This design comes from an exercise in tuning for small area on the open sky130 flow, not from production work. The RTL was checked by simulation tests, not by an equivalence proof against the original design. The flow treats the clock pin as an ideal source. Dropping or thinning the clock tree relies on that and would not hold on a real chip. No activity file was given, so power comes from the tool's default toggle rates.

## illum_rdcmd
module illum_rdcmd (
    input  wire         clk,
    input  wire         rst,           
    input  wire         in_valid,
    input  wire [7:0]   in_data,
    output wire         out_valid,
    output reg  [2:0]   out_err,
    output reg  [2:0]   out_rc,        
    output wire [7:0]   out_head_bcd,  
    output wire [7:0]   out_bcc        
);
    reg [4:0] q;
    reg [6:0] head;      
    reg       hc;        
    reg       neg;       
    reg [2:0] s;
    reg       eq;
    reg [1:0] fq;
    wire       syn    = (s == 3'd7) & fq[1];
    wire       first  = (s == 3'd0) & (fq == 2'd0) & ~eq;
    wire       intp   = (s == 3'd0) ? ~fq[0] : (fq == 2'd0);
    wire       q_hi   = q[4] & q[3];             
    wire       q_zero = (q == 5'd0);
    wire       q_one  = (q == 5'd1);
    wire [4:0] q_dec  = {q[4] & (q[3] | q[2] | q[1] | q[0]),
                         q[3] ^ ~(q[2] | q[1] | q[0]),
                         q[2] ^ ~(q[1] | q[0]),
  ...
==> module illum_rdcmd, before the edit <==
module illum_rdcmd (
    input  wire         clk,
    input  wire         rst,           
    input  wire         in_valid,
    input  wire [7:0]   in_data,
    output wire         out_valid,
    output reg  [2:0]   out_err,
    output reg  [2:0]   out_rc,        
    output wire [7:0]   out_head_bcd,  
    output wire [7:0]   out_bcc        
);
    reg [4:0] q;
    reg [6:0] head;      
    reg       hc;        
    reg       neg;       
    reg [2:0] s;
    reg       eq;
    reg [1:0] fq;
    wire       syn    = (s == 3'd7) & fq[1];
    wire       first  = (s == 3'd0) & (fq == 2'd0) & ~eq;
    wire       intp   = (s == 3'd0) ? ~fq[0] : (fq == 2'd0);
    wire       q_hi   = q[4] & q[3];             
    wire       q_zero = (q == 5'd0);
    wire       q_one  = (q == 5'd1);
    wire [4:0] q_dec  = {q[4] & (q[3] | q[2] | q[1] | q[0]),
                         q[3] ^ ~(q[2] | q[1] | q[0]),
                         q[2] ^ ~(q[1] | q[0]),
                         q[1] ^ ~q[0],
                         ~q[0]};
    wire [3:0] d      = in_data[3:0];
    wire       hi3    = (in_data[7:4] == 4'h3);
    wire       isdig  = hi3 & ~(d[3] & (d[2] | d[1]));
    wire       isdot  = (in_data == 8'h2E);
    wire       issign = (in_data == 8'h2B) || (in_data == 8'h2D);
    wire       dnz    = |d;
    wire       d9     = d[3] & d[0];
    wire       len_gt = in_data[7] | in_data[6] | in_data[5] | (in_data[4] & |in_data[3:0]);
    wire       bad_op = |in_data[7:1];
    wire [2:0] s_inc  = {s[2] | (s[1] & s[0]), s[1] ^ s[0] | (s[2] & s[1]), ~s[0] | (s[2] & s[1])};
    wire       thr9   = (s == 3'd2 && fq != 2'd3) || (s == 3'd3 && fq == 2'd1);
    reg  [7:0] au_ch;
    wire       au_ok = (in_data == au_ch);
    always @(*) begin
        case (q[1:0])
            2'd0:    au_ch = "a";
            2'd3:    au_ch = "u";
            2'd2:    au_ch = "t";
            default: au_ch = "o";
        endcase
    end
    always @(posedge clk) begin
        if (rst) begin
            q <= 5'd31;
        end else if (!in_valid) begin
            if (q_zero) q <= 5'd31;
        end else if (q_zero) begin
            q <= 5'd30;
        end else if (q_hi & ~q[1] & ~q[0]) begin
            q <= len_gt ? 5'd0 : in_data[4:0];
        end else begin
            q <= q_dec;
        end
    end
    always @(posedge clk) begin
        if (in_valid) begin
            if (q_zero | (q_hi & q[1] & q[0]))
                head <= in_data[6:0] | {in_data[7], in_data[7], 2'b00, in_data[7], 2'b00};
            if (q_hi & q[1] & ~q[0]) begin
                eq   <= bad_op;
                hc   <= in_data[0];
            end
            if (q_hi & ~q[1] & q[0]) begin
                eq   <= eq | bad_op;
                hc   <= hc ^ in_data[0];
            end
            if (q_hi & ~q[1] & ~q[0]) begin
                neg   <= len_gt | eq;
                s     <= eq ? 3'd7 : 3'd0;
                fq    <= {eq, 1'b0};
            end
            if (~q_hi & ~q_zero) begin
                if (isdig) begin
                    if (intp) begin
                        if (s == 3'd0) begin
                            if (!dnz) eq <= 1'b1;
                            else begin
                                s  <= {1'b0, d[3] | d[2] | (d[1] & d[0]), ~(d[3] | d[2] | (d[1] & d[0]))};
                                eq <= (d == 4'd2);
                                fq <= 2'd0;
                            end
                        end else begin
                            s <= s_inc;
                            if (!d9) eq <= 1'b0;
                        end
                    end else begin
                        if (s == 3'd0) begin
                            if (dnz) begin s <= 3'd1; eq <= 1'b0; end
                            else eq <= 1'b1;
                        end else begin
                            if (~s[2] & s[1]) fq <= {fq[1] | fq[0], fq[1] | ~fq[0]};
                            if (eq) begin
                                if (thr9) begin
                                    if (!d9) eq <= 1'b0;
                                end else if (dnz) begin
                                    s  <= s_inc;
                                    eq <= 1'b0;
                                end
                            end
                        end
                    end
                    if (neg && dnz) s <= 3'd7;
                end else if (isdot) begin
                    if (!intp) begin s <= 3'd7; fq <= 2'd2; eq <= 1'b0; end
                    else fq <= 2'd1;
                end else if (first && issign) begin
                    neg <= neg | in_data[2];
                    fq  <= 2'd2;
                end else begin
                    s   <= 3'd7;
                    fq  <= 2'd2;
                    eq  <= first & au_ok & (q == 5'd4);
                end
                if (syn) eq <= eq & (neg | au_ok);
            end
        end
    end
    function [3:0] a3(input [3:0] x);
        a3 = {x[3] | (x[2] & (x[1] | x[0])),
              (x[2] & ~x[1] & ~x[0]) | (x[3] & x[0]),
              (x[1] & (~x[2] | x[0])) | (x[3] & ~x[0]),
              (~x[3] & ~x[2] & x[0]) | (x[2] & x[1] & ~x[0]) | (x[3] & ~x[0])};
    endfunction
    wire [3:0] c1 = a3({1'b0, head[6:4]});
    wire [3:0] c2 = a3({c1[2:0], head[3]});
    wire [3:0] c3 = a3({c2[2:0], head[2]});
    wire [3:0] c4 = a3({c3[2:0], head[1]});
    wire [3:0] h_tens = {c1[3], c2[3], c3[3], c4[3]};
    wire [3:0] h_ones = {c4[2:0], head[0]};
    wire       h_big  = head[6] & head[5] & (head[4] | head[3] | head[2]);
    wire       dig    = (s != 3'd0) | eq;
    wire       is_auto = syn & eq & ~neg;
    always @(*) begin
        case (s)
            3'd3:    out_rc = 3'd2;
            3'd4:    out_rc = 3'd3;
            3'd5:    out_rc = 3'd4;
            3'd6:    out_rc = 3'd5;
            3'd7:    out_rc = 3'd6;
            default: out_rc = 3'd1;
        endcase
        if (is_auto) out_rc = 3'd0;
        if (syn & eq & neg)             out_err = 3'd1;
        else if (first & neg)           out_err = 3'd2;
        else if (!is_auto && (syn || !dig)) out_err = 3'd3;
        else if (!is_auto && s == 3'd7) out_err = 3'd4;
        else if (h_big)                 out_err = 3'd5;
        else                            out_err = 3'd0;
    end
    assign out_valid    = q_zero;
    assign out_head_bcd = {h_tens, h_ones};
    assign out_bcc      = {{4{out_err[0]}}, h_tens ^ h_ones ^ {3'd0, hc} ^ {1'b0, out_rc}};
endmodule
Settings: LEC_CHECK=0, CAP_MARGIN=20, CORE_MARGIN=2, CORE_UTILIZATION=40, SLEW_MARGIN=20; clock period 90.0 ns.
standard.sh (not shown) runs the stock make flow with config.mk's settings and CLKGATE_MAP_FILE= SYNTH_SCRIPT=/design/flow/synth_recipe.tcl, a recipe that flattens the netlist after the stock synthesis.
==> flow/flow/run.sh <==
#!/bin/bash
# Own layout flow: the standard ORFS flow (standard.sh), with changes that
# only affect how small the layout comes out:
#  - synthesis is synth_recipe.tcl except for the final ABC mapping of the
#    combinational logic (flow/synth.tcl): it tries each flow/abc_*.script
#    (area-oriented scripts, most with ABC's SAT-based &deepsyn at a fixed
#    seed and a bounded number of steps) and keeps the smallest netlist.
#    Adders are left to ABC instead of being mapped to half/full-adder
#    cells. Registers are mapped before ABC, so they are the standard
#    synthesis's;
#  - every port gets the smallest buffer (buf_1);
#  - CTS adds no dummy loads, and flow/post_cts.tcl drops the root clock
#    buffer (the clock port drives the two leaf buffers) and sizes each leaf
#    buffer to the smallest clkbuf that keeps the flip-flop clock slew low.
# All make output goes to flow_make.log; ORFS keeps each step's log under
# orfs/logs.
set -euo pipefail
export OWN_WORK_DIR=$PWD
export OWN_FLOW_DIR=$PWD/flow
export OWN_CLK_SLEW=0.115
bash standard.sh SYNTH_SCRIPT=$OWN_FLOW_DIR/synth.tcl ADDER_MAP_FILE= \
  "BUFFER_PORTS_ARGS=-buffer_cell sky130_fd_sc_hd__buf_1" \
  "CTS_ARGS=-sink_clustering_enable -repair_clock_nets -dont_use_dummy_load" \
  POST_CTS_TCL=$OWN_FLOW_DIR/post_cts.tcl \
  finish > $PWD/flow_make.log 2>&1
Other scripts of this flow, unchanged in this note and not shown: flow/flow/abc_base.script, flow/flow/abc_deepsyn.template, flow/flow/post_cts.tcl, flow/flow/synth.tcl
Then changed:
--- a/flow/design.v
+++ b/flow/design.v
@@ -9,17 +9,17 @@
     output wire [7:0]   out_head_bcd,  
     output wire [7:0]   out_bcc        
 );
     reg [4:0] q;
     reg [6:0] head;      
     reg       hc;        
+    reg       syn;
     reg       neg;       
     reg [2:0] s;
     reg       eq;
     reg [1:0] fq;
-    wire       syn    = (s == 3'd7) & fq[1];
     wire       first  = (s == 3'd0) & (fq == 2'd0) & ~eq;
     wire       intp   = (s == 3'd0) ? ~fq[0] : (fq == 2'd0);
     wire       q_hi   = q[4] & q[3];             
     wire       q_zero = (q == 5'd0);
     wire       q_one  = (q == 5'd1);
     wire [4:0] q_dec  = {q[4] & (q[3] | q[2] | q[1] | q[0]),
@@ -63,23 +63,24 @@
     end
     always @(posedge clk) begin
         if (in_valid) begin
             if (q_zero | (q_hi & q[1] & q[0]))
                 head <= in_data[6:0] | {in_data[7], in_data[7], 2'b00, in_data[7], 2'b00};
             if (q_hi & q[1] & ~q[0]) begin
-                eq   <= bad_op;
+                syn  <= bad_op;
                 hc   <= in_data[0];
             end
             if (q_hi & ~q[1] & q[0]) begin
-                eq   <= eq | bad_op;
+                syn  <= syn | bad_op;
                 hc   <= hc ^ in_data[0];
             end
             if (q_hi & ~q[1] & ~q[0]) begin
-                neg   <= len_gt | eq;
-                s     <= eq ? 3'd7 : 3'd0;
-                fq    <= {eq, 1'b0};
+                neg   <= len_gt | syn;
+                s     <= 3'd0;
+                eq    <= syn;
+                fq    <= 2'd0;
             end
             if (~q_hi & ~q_zero) begin
                 if (isdig) begin
                     if (intp) begin
                         if (s == 3'd0) begin
                             if (!dnz) eq <= 1'b1;
@@ -94,33 +95,32 @@
                         end
                     end else begin
                         if (s == 3'd0) begin
                             if (dnz) begin s <= 3'd1; eq <= 1'b0; end
                             else eq <= 1'b1;
                         end else begin
-                            if (~s[2] & s[1]) fq <= {fq[1] | fq[0], fq[1] | ~fq[0]};
+                            fq <= {fq[1] | fq[0], fq[1] | ~fq[0]};
                             if (eq) begin
                                 if (thr9) begin
                                     if (!d9) eq <= 1'b0;
                                 end else if (dnz) begin
                                     s  <= s_inc;
                                     eq <= 1'b0;
                                 end
                             end
                         end
                     end
                     if (neg && dnz) s <= 3'd7;
                 end else if (isdot) begin
-                    if (!intp) begin s <= 3'd7; fq <= 2'd2; eq <= 1'b0; end
-                    else fq <= 2'd1;
+                    if (!intp) begin syn <= 1'b1; eq <= 1'b0; end
+                    fq <= 2'd1;
                 end else if (first && issign) begin
                     neg <= neg | in_data[2];
                     fq  <= 2'd2;
                 end else begin
-                    s   <= 3'd7;
-                    fq  <= 2'd2;
+                    syn <= 1'b1;
                     eq  <= first & au_ok & (q == 5'd4);
                 end
                 if (syn) eq <= eq & (neg | au_ok);
             end
         end
     end
@@ -142,13 +142,12 @@
     always @(*) begin
         case (s)
             3'd3:    out_rc = 3'd2;
             3'd4:    out_rc = 3'd3;
             3'd5:    out_rc = 3'd4;
             3'd6:    out_rc = 3'd5;
-            3'd7:    out_rc = 3'd6;
             default: out_rc = 3'd1;
         endcase
         if (is_auto) out_rc = 3'd0;
         if (syn & eq & neg)             out_err = 3'd1;
         else if (first & neg)           out_err = 3'd2;
         else if (!is_auto && (syn || !dig)) out_err = 3'd3;
Outcome: Power goes down by a few percent. Hold slack gets worse by 0.011 ns. Fmax is higher by a few percent. Sequential power hardly moves. Routed wire length is about the same.

-- static timing again, ports no longer ideal --
The flow's constraints put no driver on any port. The routed layouts listed below were extracted and timed again, unchanged, in two steps. Step 1 sets driving cells, clkbuf_16 on the clock port and buf_2 on the other inputs (assumed; they add their load-dependent delay and slew). Step 2, shift: input delay + t, output delay - t, t = (earliest + latest rising clock arrival at the registers) / 2. This alone moves slack from input paths to output paths. Slacks: ideal / step 1 / step 2; pairs: ideal / step 1.
run	shift t [ns]	setup slack, ns	worst slew at a driven data input, ns	pins driven straight from the clock port
the first run	0.200	68.225 / 68.194 / 68.394	0.03	2
the second run	0.182	69.510 / 69.478 / 69.660	0.03	2
After both steps every run listed still meets setup and hold.
